Background: an optimization exercise with open tools, aiming at small area, a short achievable clock period and few clock cycles. Do not read the settings as production practice.
RTL that was checked went through simulation tests only; none was proved equivalent to the original.
Power and IR drop assume default switching activity.

==> inputs of job 2795 <==
Design microw_emitter, start of the top module:
module microw_emitter (
    input  wire        clk,
    input  wire        rst,          
    input  wire        cmd_valid,
    output wire        cmd_ready,
    input  wire [31:0] cmd_data,
    output reg         rsp_valid,
    output reg  [31:0] rsp_data
);
Settings: LEC_CHECK=0, CAP_MARGIN=20, CORE_MARGIN=2, CORE_UTILIZATION=40, CTS_CLUSTER_DIAMETER=100, CTS_CLUSTER_SIZE=24, PLACE_DENSITY=0.7, SETUP_SLACK_MARGIN=5, SLEW_MARGIN=20, TNS_END_PERCENT=10; clock period 8.0 ns.
run.sh (not shown) runs the stock make flow with config.mk's settings and CLKGATE_MAP_FILE= SYNTH_SCRIPT=/design/flow/synth_recipe.tcl, a recipe that flattens the netlist after the stock synthesis.
==> job 1216 (differences from job 2795) <==
--- a/flow/design.v
+++ b/flow/design.v
@@ -244,22 +244,15 @@
                 2'd1:    begin x_e62 = bq[5]; x_e61 = bq[4]; x_e60 = bq[3]; end
                 2'd2:    begin x_e62 = bq[4]; x_e61 = bq[3]; x_e60 = bq[2]; end
                 default: begin x_e62 = bq[3]; x_e61 = bq[2]; x_e60 = bq[1]; end
             endcase
         end else begin x_e62 = bq[6]; x_e61 = bq[5]; x_e60 = bq[4]; end
     end
-    wire c56 = &br_cnt[5:3];
-    wire g55 = c56 | (br_cnt == 6'd55);
-    wire g57 = c56 & (br_cnt[2:0] != 3'd0);
-    wire g58 = c56 & (br_cnt[2] | br_cnt[1]);
-    wire g59 = c56 & (br_cnt[2] | (&br_cnt[1:0]));
-    wire g60 = c56 & br_cnt[2];
-    wire g61 = c56 & br_cnt[2] & (br_cnt[1] | br_cnt[0]);
-    wire g62 = c56 & br_cnt[2] & br_cnt[1];
-    wire g63 = &br_cnt;
-    wire [9:0] le = ~{1'b0, g63, g62, g61, g60, g59, g58, g57, c56, g55};
+    reg  [9:0] le;                                 
+    integer li;
+    always @(*) for (li = 0; li < 10; li = li + 1) le[li] = (br_cnt <= 6'd54 + li);
     reg  x_f1, x_f2, x_f4;
     always @(*) begin
         if (cs_start) begin x_f1 = 1'b1; x_f2 = 1'b1; x_f4 = 1'b1; end
         else if (cs_step) begin
             case (p_nw)
                 2'd0:    begin x_f1 = le[8]; x_f2 = le[7]; x_f4 = le[5]; end
- PLACE_DENSITY: 0.7 -> default
- TNS_END_PERCENT: 10 -> 0
==> job 1092 (differences from job 2795) <==
--- a/flow/design.v
+++ b/flow/design.v
@@ -244,22 +244,15 @@
                 2'd1:    begin x_e62 = bq[5]; x_e61 = bq[4]; x_e60 = bq[3]; end
                 2'd2:    begin x_e62 = bq[4]; x_e61 = bq[3]; x_e60 = bq[2]; end
                 default: begin x_e62 = bq[3]; x_e61 = bq[2]; x_e60 = bq[1]; end
             endcase
         end else begin x_e62 = bq[6]; x_e61 = bq[5]; x_e60 = bq[4]; end
     end
-    wire c56 = &br_cnt[5:3];
-    wire g55 = c56 | (br_cnt == 6'd55);
-    wire g57 = c56 & (br_cnt[2:0] != 3'd0);
-    wire g58 = c56 & (br_cnt[2] | br_cnt[1]);
-    wire g59 = c56 & (br_cnt[2] | (&br_cnt[1:0]));
-    wire g60 = c56 & br_cnt[2];
-    wire g61 = c56 & br_cnt[2] & (br_cnt[1] | br_cnt[0]);
-    wire g62 = c56 & br_cnt[2] & br_cnt[1];
-    wire g63 = &br_cnt;
-    wire [9:0] le = ~{1'b0, g63, g62, g61, g60, g59, g58, g57, c56, g55};
+    reg  [9:0] le;                                 
+    integer li;
+    always @(*) for (li = 0; li < 10; li = li + 1) le[li] = (br_cnt <= 6'd54 + li);
     reg  x_f1, x_f2, x_f4;
     always @(*) begin
         if (cs_start) begin x_f1 = 1'b1; x_f2 = 1'b1; x_f4 = 1'b1; end
         else if (cs_step) begin
             case (p_nw)
                 2'd0:    begin x_f1 = le[8]; x_f2 = le[7]; x_f4 = le[5]; end
- PLACE_DENSITY: 0.7 -> default
- TNS_END_PERCENT: 10 -> default
==> results.txt <==
Job 1092 finished clean. Job 2795 ran to the end with no violations. Job 1216 reached the layout checks and failed them: antenna violations. Maximum frequency: job 2795 is larger than job 1092 (1.2%). Cell count, highest first: job 1092, job 1216, job 2795. In die area, job 1092 and job 1216 do not differ. Of job 1216 and job 1092, job 1092 has the higher first-iteration DRC count (gap about 11%, measured against job 1092).
Testbench counts of job 2795, summed over its fixed seeds: cycles 34,663.
Testbench counts of job 1216, summed over its fixed seeds: cycles 34,663.
Testbench counts of job 1092, summed over its fixed seeds: cycles 34,663.


==> inputs of 03-21 <==
microw_emitter, a different RTL version from the one above (not shown whole).
Settings: LEC_CHECK=0, CAP_MARGIN=20, CORE_MARGIN=2, CORE_UTILIZATION=40, CTS_CLUSTER_DIAMETER=100, CTS_CLUSTER_SIZE=24, SETUP_SLACK_MARGIN=5, SLEW_MARGIN=20, TNS_END_PERCENT=10; clock period 8.0 ns.
==> 06-27 (differences from 03-21) <==
--- a/flow/design.v
+++ b/flow/design.v
@@ -407,10 +407,11 @@
             ready_q   <= 1'b1;
             q_v       <= 1'b0;
             busy      <= 1'b0;
             p_ok      <= 1'b0;
             rsp_valid <= 1'b0;
+            rsp_data  <= 32'd0;
             sr_wr     <= 5'd0;
             sr_rd     <= 5'd0;
             sr_rd3    <= 5'd3;
             sr_cnt    <= 5'd0;
             sr_bits   <= 4'd0;
@@ -427,10 +428,11 @@
             q_v     <= q_v_n;
             ready_q <= ~q_v_n | (~busy_n & p_ok_n);
             busy    <= busy_n;
             p_ok    <= p_ok_n;
             rsp_valid <= (ex | busy) & ~busy_n;
+            rsp_data  <= {r_data, 3'b000, r_rdy, r_st};
             if (ex & q_stop) active <= 1'b0;
             if (start_go | restart_go) begin
                 sr_wr   <= 5'd0;
                 sr_rd   <= 5'd0;
                 sr_rd3  <= 5'd3;
@@ -496,12 +498,10 @@
         p_adv   <= adv;
         p_sn    <= s_n;
         p_snz   <= (s_n == 4'd0);
         p_last  <= last;
     end
-    always @(posedge clk)
-        rsp_data <= {r_data, 3'b000, r_rdy, r_st};
     always @(posedge clk) begin
         if (rst)
             q_bra <= 6'd1;
         else if (ready_q)
             q_bra <= d_peekb ? opnd[5:0] : br_rdn_n;
--- a/flow/config.mk
+++ b/flow/config.mk
@@ -10,6 +10,6 @@
 export CORE_UTILIZATION = 40
 export CTS_CLUSTER_DIAMETER = 100
 export CTS_CLUSTER_SIZE = 24
 export SETUP_SLACK_MARGIN = 5
 export SLEW_MARGIN = 20
-export TNS_END_PERCENT = 10
+export TNS_END_PERCENT = 30
==> notes <==
- Of 03-21 and 06-27, 06-27 has the higher fmax (gap 3.7%, measured against 06-27).
- In 03-21 the global-route usage is lower than in 06-27, by 0.27 points.
- Clock power is about the same in 06-27 and 03-21.
- In 06-27 the via count is larger than in 03-21, by 2.0%.
- Die area: 06-27 is larger than 03-21 (about 0.9%).
- In 03-21 the setup slack is lower than in 06-27, by 0.12 ns.
- Sequential power is about the same in 03-21 and 06-27.
- Between 06-27 and 03-21, the lower final area is in 03-21 (gap 1.7%, measured against 03-21).
- In 03-21 the routed wire length is lower than in 06-27, by 2.2%.
- Of 06-27 and 03-21, 06-27 has the higher non-clock buffer count (gap 40).
==> figures <==
|  | 03-21 | 06-27 |
|---|---|---|
| Source of the worst hold timing path | br_rd[1] | br_rdn[2] |
| Leakage dissipation | 0.0182 uW | 0.0186 uW |
| Vias in the first global route | 29600 | 29600 |
| Setup Fix Bufs, Post-CTS | 92 | 123 |
| Total core area | 0.118 mm2 | 0.119 mm2 |
| Logic gate share of total power | 1.8% | 2.0% |
| Clk cell area share | 2.79% | 2.71% |
| Effective utilization at floorplan | 40.3% | 40.2% |
| Number of instances resized during post-cts repair | 295 | 265 |
| Worst reg2reg setup slack | 4.69 ns | 4.84 ns |
| Worst Setup Slack post-DPL | 3.74 ns | 3.59 ns |
| Non-Clock Inverter Count | 66 | 62 |
| Synth Area in Adders | 1.89% | 1.87% |
| Bufs w/o clock | 338 | 378 |
| Multi-input gate area | 0.0171 mm2 | 0.0176 mm2 |
| Part of the total power dissipated in the clock network | 33.2% | 32.9% |
| Post-layout instance count excluding filler cells | 4976 | 5082 |
| Highest Clock Rate | 302 MHz | 313 MHz |
| Height of the die | 349 um | 351 um |
| Max_slew headroom | 21.3% | 27.6% |
| Result of the run | no timing/DRC/antenna violations | no timing/DRC/antenna violations |
Testbench counts of 06-27, summed over its fixed seeds: cycles 34,663.
Function not checked in 03-21: the RTL went through the layout flow alone.


==> tundra <==
microw_emitter with an RTL version that a note above also has.
clock: 8.0 ns
lec_check: 0
cap_margin: 20
core_margin: 2
core_utilization: 40
cts_cluster_diameter: 100
cts_cluster_size: 24
setup_slack_margin: 5
slew_margin: 20
tns_end_percent: 15
==> harbor: changes against tundra <==
--- a/flow/design.v
+++ b/flow/design.v
@@ -245,20 +245,13 @@
                 2'd2:    begin x_e62 = bq[4]; x_e61 = bq[3]; x_e60 = bq[2]; end
                 default: begin x_e62 = bq[3]; x_e61 = bq[2]; x_e60 = bq[1]; end
             endcase
         end else begin x_e62 = bq[6]; x_e61 = bq[5]; x_e60 = bq[4]; end
     end
-    wire c56 = &br_cnt[5:3];
-    wire g55 = c56 | (br_cnt == 6'd55);
-    wire g57 = c56 & (br_cnt[2:0] != 3'd0);
-    wire g58 = c56 & (br_cnt[2] | br_cnt[1]);
-    wire g59 = c56 & (br_cnt[2] | (&br_cnt[1:0]));
-    wire g60 = c56 & br_cnt[2];
-    wire g61 = c56 & br_cnt[2] & (br_cnt[1] | br_cnt[0]);
-    wire g62 = c56 & br_cnt[2] & br_cnt[1];
-    wire g63 = &br_cnt;
-    wire [9:0] le = ~{1'b0, g63, g62, g61, g60, g59, g58, g57, c56, g55};
+    reg  [9:0] le;                                 
+    integer li;
+    always @(*) for (li = 0; li < 10; li = li + 1) le[li] = (br_cnt <= 6'd54 + li);
     reg  x_f1, x_f2, x_f4;
     always @(*) begin
         if (cs_start) begin x_f1 = 1'b1; x_f2 = 1'b1; x_f4 = 1'b1; end
         else if (cs_step) begin
             case (p_nw)
- TNS_END_PERCENT: 15 -> 10
==> juniper: changes against tundra <==
--- a/flow/design.v
+++ b/flow/design.v
@@ -117,14 +117,15 @@
     wire illegal = ~(q_start | q_stop | q_restart | q_update | q_pushw | q_wmode |
                      q_popb | q_rdreg | q_peekw | q_peekb);
     wire sr_empty = (sr_cnt == 5'd0);
     wire sr_full  = (sr_cnt == 5'd31);
     wire br_empty = (br_cnt == 6'd0);
-    wire start_go   = ex & q_start & ~active;
-    wire restart_go = ex & q_restart & started;
-    wire push_go    = ex & q_pushw & active & ~sr_full;
-    wire popb_go    = ex & q_popb & active & ~br_empty;
+    wire q_run      = q_v & ~busy;
+    wire start_go   = q_run & q_start & ~active;
+    wire restart_go = q_run & q_restart & started;
+    wire push_go    = q_run & q_pushw & active & ~sr_full;
+    wire popb_go    = q_run & q_popb & active & ~br_empty;
     wire step       = busy | (ex & q_update & active & ~sr_empty);
     wire [3:0] r3   = sr_rd3[4:1];
     wire [3:0] r3p  = r3 + 4'd1;
     wire       peekw_rd = ~busy & q_peekw;
     wire [3:0] row_e = peekw_rd ? q_opnd[4:1] : (sr_rd3[0] ? r3p : r3);
@@ -407,11 +408,10 @@
             ready_q   <= 1'b1;
             q_v       <= 1'b0;
             busy      <= 1'b0;
             p_ok      <= 1'b0;
             rsp_valid <= 1'b0;
-            rsp_data  <= 32'd0;
             sr_wr     <= 5'd0;
             sr_rd     <= 5'd0;
             sr_rd3    <= 5'd3;
             sr_cnt    <= 5'd0;
             sr_bits   <= 4'd0;
@@ -428,11 +428,10 @@
             q_v     <= q_v_n;
             ready_q <= ~q_v_n | (~busy_n & p_ok_n);
             busy    <= busy_n;
             p_ok    <= p_ok_n;
             rsp_valid <= (ex | busy) & ~busy_n;
-            rsp_data  <= {r_data, 3'b000, r_rdy, r_st};
             if (ex & q_stop) active <= 1'b0;
             if (start_go | restart_go) begin
                 sr_wr   <= 5'd0;
                 sr_rd   <= 5'd0;
                 sr_rd3  <= 5'd3;
@@ -498,10 +497,12 @@
         p_adv   <= adv;
         p_sn    <= s_n;
         p_snz   <= (s_n == 4'd0);
         p_last  <= last;
     end
+    always @(posedge clk)
+        rsp_data <= {r_data, 3'b000, r_rdy, r_st};
     always @(posedge clk) begin
         if (rst)
             q_bra <= 6'd1;
         else if (ready_q)
             q_bra <= d_peekb ? opnd[5:0] : br_rdn_n;
- TNS_END_PERCENT: 15 -> 20
==> results.txt <==
Clock skew, highest first: harbor, juniper, tundra. Die area, highest first: juniper, tundra, harbor. Synthesized cell count: juniper > harbor > tundra. In juniper the fmax is lower than in tundra, by about 4%. Core utilization: tundra is lower than juniper (1.4 points). Against juniper, the clock-buffer cell count of tundra is lower by 4. The highest hold slack belongs to tundra, the lowest to juniper.
Testbench counts of tundra, summed over its fixed seeds: cycles 34,663.
Testbench counts of harbor, summed over its fixed seeds: cycles 34,663.
No functional check of the RTL was part of juniper.


==> inputs of onyx <==
microw_emitter, a different RTL version from the one above (not shown whole).
make LEC_CHECK=0 CAP_MARGIN=20 CORE_MARGIN=2 CORE_UTILIZATION=40 SETUP_SLACK_MARGIN=3 SLEW_MARGIN=20 finish   # period 8.0 ns
==> amber: changes against onyx <==
--- a/flow/config.mk
+++ b/flow/config.mk
@@ -8,5 +8,5 @@
 export CAP_MARGIN = 20
 export CORE_MARGIN = 2
 export CORE_UTILIZATION = 40
-export SETUP_SLACK_MARGIN = 3
+export SETUP_SLACK_MARGIN = 5
 export SLEW_MARGIN = 20
==> summary.md <==
| Metric | Value |
|---|---|
| Sequential power share | `0.521` |
| Worst Setup SP | `sr_cnt[3]` |
| FILL cells | `9310` |
| LEAKAGE | `22.6 nW` |
| Reg2Reg Setup Slack | `3.46 ns` |
| Met1 Resource Use GR | `0.379` |
| Pwr/cell area | `172 nW/um^2` |
| Iter 0 DRT Violations | `around 4700` |
| Rel. slew slack | `0.224` |
| Clock share of power | `0.455` |
| R2R Path End | `g_br[46].m[0]` |
| Combinational Power | `282 uW` |
| Status | `no timing/DRC/antenna violations` |
| Final HPWL DP | `99100 um` |
| Peak VDD IR | `0.000191 V` |
| Crit path arrival time | `4.92 ns` |
| Post-Route WL | `173000 um` |
| Worst Min Path Start | `br_rd[1]` |
| Sw Ratio | `0.209` |
(the above is from amber)
==> summary.md <==
| Metric | Value |
|---|---|
| Reg2Reg Setup Slack | `3.14 ns` |
| Peak VDD IR | `0.000177 V` |
| Pwr/cell area | `199 nW/um^2` |
| Worst Min Path Start | `br_rd[4]` |
| LEAKAGE | `18.6 nW` |
| SO Viols | `antenna rules` |
| Iter 0 DRT Violations | `4647` |
| Combinational Power | `194 uW` |
| R2R Path End | `br_cnt[5]` |
| Status | `complete, but fails checks` |
| FILL cells | `about 10000` |
| Final HPWL DP | `100000 um` |
| Rel. slew slack | `0.256` |
| Clock share of power | `0.445` |
| Worst Setup SP | `sr_bits[3]` |
| Sw Ratio | `0.213` |
| Sequential power share | `0.538` |
| Post-route ant nets | `1` |
(the above is from onyx)
Function was not checked in any run of this note: the RTL went through the layout flow alone.

-- port drivers added, routing unchanged --
In the flow no input, the clock included, has a driving cell. The finished layouts below were timed again as built, in two steps.
Step 1: set_driving_cell puts a clkbuf_16 on clk and a buf_2 on each other input, an assumption about the parent block.
Step 2 adds t to the input delays and takes it off the output delays; t is the mean of the earliest and latest rising clock arrival at the registers after step 1. Input paths then give back, and output paths get back, about the clock's delay inside the block.
Slacks: ideal ports / drivers / drivers and shift; pairs: ideal ports / drivers.
run | t, ns | setup WS [ns] | clock arrival spread, ns | pins driven straight from the clock port
job 2795 | 0.742 | 4.745 / 4.675 / 4.233 | 0.077 / 0.078 | 1
job 1216 | 0.748 | 4.653 / 4.575 / 4.010 | 0.083 / 0.083 | 1
job 1092 | 0.758 | 4.705 / 4.705 / 4.315 | 0.090 / 0.090 | 1
03-21 | 0.762 | 4.686 / 4.685 / 4.178 | 0.080 / 0.079 | 1
06-27 | 0.746 | 4.808 / 4.737 / 4.236 | 0.077 / 0.076 | 1
tundra | 0.760 | 4.797 / 4.737 / 4.214 | 0.041 / 0.041 | 1
harbor | 0.749 | 4.709 / 4.633 / 4.260 | 0.083 / 0.082 | 1
juniper | 0.753 | 4.666 / 4.646 / 4.068 | 0.062 / 0.062 | 1
onyx | 0.778 | 3.139 / 3.139 / 3.139 | 0.031 / 0.030 | 1
amber | 0.763 | 3.459 / 3.459 / 3.459 | 0.062 / 0.062 | 1
For job 1216, which loses most, drivers alone change the setup slack by -0.078 ns; drivers and shift together by -0.643 ns.
